This is an optimization exercise on Yosys and OpenROAD, whose aim is small area, not a production implementation. At most, simulation tests tie the RTL to the original design; equivalence was not proved. Power figures rest on the tool's default switching activity, not on a simulated workload.

==> exp/lagoon <==
// fli_dec
module fli_dec (
    input  wire        clk,
    input  wire        rst,           
    input  wire        host_we,
    input  wire [2:0]  host_addr,     
    input  wire [31:0] host_wdata,
    output wire [5:0]  status,        
    output wire [1:0]  ctrl,          
    output wire [31:0] ip,
    output wire [31:0] errcode,
    input  wire        s_valid,
    input  wire [7:0]  s_data,
    input  wire        s_err,         
    input  wire [31:0] s_errcode,
    output wire        s_ready,
    output reg         fb_we,
    output wire        fb_wbank,
    output wire [15:0] fb_waddr,
    output reg  [7:0]  fb_wdata,
    output wire        fb_re,
    output wire        fb_rbank,
    output wire [15:0] fb_raddr,
    input  wire [7:0]  fb_rdata,
    output reg         pal_we,
    output wire        pal_wbank,
    output wire [9:0]  pal_waddr,
    output reg  [7:0]  pal_wdata,
    output wire        pal_re,
    output wire        pal_rbank,
    output wire [9:0]  pal_raddr,
    input  wire [7:0]  pal_rdata
);
==> flow/config.mk <==
export PLATFORM = sky130hd
export DESIGN_NAME = fli_dec
export DESIGN_NICKNAME = fli_dec
export VERILOG_FILES = /design/flow/design.v
export SDC_FILE = /design/flow/constraint.sdc
export NUM_CORES = 4
export LEC_CHECK = 0
export CAP_MARGIN = 20
export CORE_MARGIN = 2
export CORE_UTILIZATION = 58
export CTS_BUF_LIST = sky130_fd_sc_hd__clkbuf_4
export PLACE_DENSITY = 0.8
export SLEW_MARGIN = 20
==> flow/constraint.sdc <==
create_clock -name core_clock -period 11.0 [get_ports {clk}]
set_input_delay 2.2000 -clock core_clock [delete_from_list [all_inputs] [get_ports {clk}]]
set_output_delay 2.2000 -clock core_clock [all_outputs]
set_load 0.01 [all_outputs]
standard.sh (not shown) runs the stock make flow with config.mk's settings and CLKGATE_MAP_FILE= SYNTH_SCRIPT=/design/flow/synth_recipe.tcl, a recipe that flattens the netlist after the stock synthesis.
==> flow/flow/run.sh <==
#!/bin/bash
# Layout flow: the standard flow (standard.sh), with these changes.
#  1. Synthesis is the standard synthesis script (synth_recipe.tcl) with
#     three changes for area: ABC maps the logic with an area-oriented script
#     (abc_area.script); adders are left as logic for ABC instead of being
#     mapped to full/half adder cells first (ADDER_MAP_FILE empty); and no
#     buffers are added to pass-through wires (placement buffers every port
#     anyway).  None of these touches the registers: names, count and cells
#     are the standard synthesis's.
#  2. The port buffers that placement inserts are sky130_fd_sc_hd__buf_1.
#  3. Clock tree synthesis uses clkbuf_4 buffers, clusters of up to 6
#     registers and no dummy loads.
# Each step's full output is in synth.log / layout.log here, and ORFS's own
# logs are under orfs/logs/.
set -euo pipefail
flow_dir=$(cd "$(dirname "${BASH_SOURCE[0]}")" && pwd)
export FLOW_ABC_SCRIPT="$flow_dir/abc_area.script"
export FLOW_STD_SYNTH="$PWD/synth_recipe.tcl"
knobs=("SYNTH_SCRIPT=$flow_dir/synth.tcl"
       "ADDER_MAP_FILE="
       "SYNTH_INSBUF=0"
       "BUFFER_PORTS_ARGS=-buffer_cell sky130_fd_sc_hd__buf_1"
       "CTS_ARGS=-sink_clustering_enable -repair_clock_nets -dont_use_dummy_load -sink_clustering_size 6 -sink_clustering_max_diameter 80 -buf_list sky130_fd_sc_hd__clkbuf_4")
bash standard.sh "${knobs[@]}" synth > synth.log 2>&1
bash standard.sh "${knobs[@]}" finish > layout.log 2>&1
==> flow/flow/abc_area.script <==
&get -n
&st
&deepsyn -T 30
&dch
&nf -a -R 1000
&put
strash
&get -n
&st
&deepsyn -T 30
&dch
&nf -a -R 1000
&put
topo
==> flow/flow/synth.tcl <==
# The standard synthesis (synth_recipe.tcl), with ABC's technology mapping
# run with an area-oriented script; nothing else changes
proc abc {args} {
  set i [lsearch -exact $args -script]
  if { $i >= 0 } { lset args [expr {$i + 1}] $::env(FLOW_ABC_SCRIPT) }
  puts "abc with area script: $args"
  yosys abc {*}$args
}
source $::env(FLOW_STD_SYNTH)
==> inputs of exp/xenon, as changes to exp/lagoon <==
--- a/flow/design.v
+++ b/flow/design.v
@@ -137,17 +137,18 @@
     wire [16:0] c4 = {m4[15:0], 1'b0};
     wire [16:0] s5 = s3 ^ c3 ^ s4, m5 = (s3 & c3) | (s3 & s4) | (c3 & s4);
     wire [16:0] c5 = {m5[15:0], 1'b0};
     wire [16:0] s6 = s5 ^ c5 ^ c4, m6 = (s5 & c5) | (s5 & c4) | (c5 & c4);
     wire [16:0] c6 = {m6[15:0], 1'b0};
     wire [17:0] psum = {1'b0, s6} + {1'b0, c6};
     wire ovc = m1[16] | m2[16] | m3[16] | m4[16] | m5[16] | m6[16] | psum[17];
     wire fits = !(w_big && h_big) && !ov && !ovc && (!psum[16] || psum[15:0] == 16'd0);
-    wire [16:0] wh = psum[16:0];       
+    reg  [16:0] wh;
+    always @(posedge clk) wh <= psum[16:0];
     wire in_frame = (addr < wh);
     wire pal_in   = !(addr[9] && addr[8]);    
     wire at767    = (addr[9:0] == 10'd767);
     wire lc2   = (op == O_LC2);
     wire scale = (op == O_COLOR);
     wire [7:0]  neg  = ~s_data + 8'd1;                      
     wire [15:0] word = {s_data, dat};
     wire       rd = state[5] |
- CORE_UTILIZATION: 58 -> 65
==> run notes <==
exp/lagoon completed, yet does not pass: setup timing. exp/xenon finished with timing, DRC and antenna clean.
Die area: exp/xenon is lower than exp/lagoon (about 8%).
Between exp/xenon and exp/lagoon, the lower global-route usage is in exp/lagoon (gap 2.7 points).
Clock-buffer cell count: exp/xenon is higher than exp/lagoon (2).
Against exp/lagoon, the via count of exp/xenon is higher by 0.31%.
Between exp/lagoon and exp/xenon, the lower maximum frequency is in exp/lagoon (gap about 7%, measured against exp/xenon).
Against exp/lagoon, the setup slack of exp/xenon is higher by 0.79 ns.
Of exp/lagoon and exp/xenon, exp/xenon has the higher sequential cell count (gap 17).
Combinational power: exp/xenon is lower than exp/lagoon (21%).
The RTL of exp/lagoon was laid out without a check of its function.

re-timing with driven ports:
The flow's constraints put no driver on any port. The routed layouts listed below were extracted and timed again, unchanged, in two steps. Step 1: set_driving_cell puts a clkbuf_16 on clk and a buf_2 on each other input, an assumption about the parent block. Step 2 adds t to the input delays and takes it off the output delays; t is the mean of the earliest and latest rising clock arrival at the registers after step 1. Input paths then give back, and output paths get back, about the clock's delay inside the block. Slacks: ideal ports / drivers / drivers and shift; pairs: ideal ports / drivers.
run | shift t [ns] | setup slack, ns | worst setup path at the end | pins driven straight from the clock port
exp/lagoon | 0.673 | -0.119 / -0.119 / -0.119 | register to register | 1
exp/xenon | 0.664 | 0.668 / 0.682 / 0.018 | input to register | 1
The setup slack of exp/xenon, which loses most, moves by +0.014 ns with the drivers and by -0.650 ns with both steps.
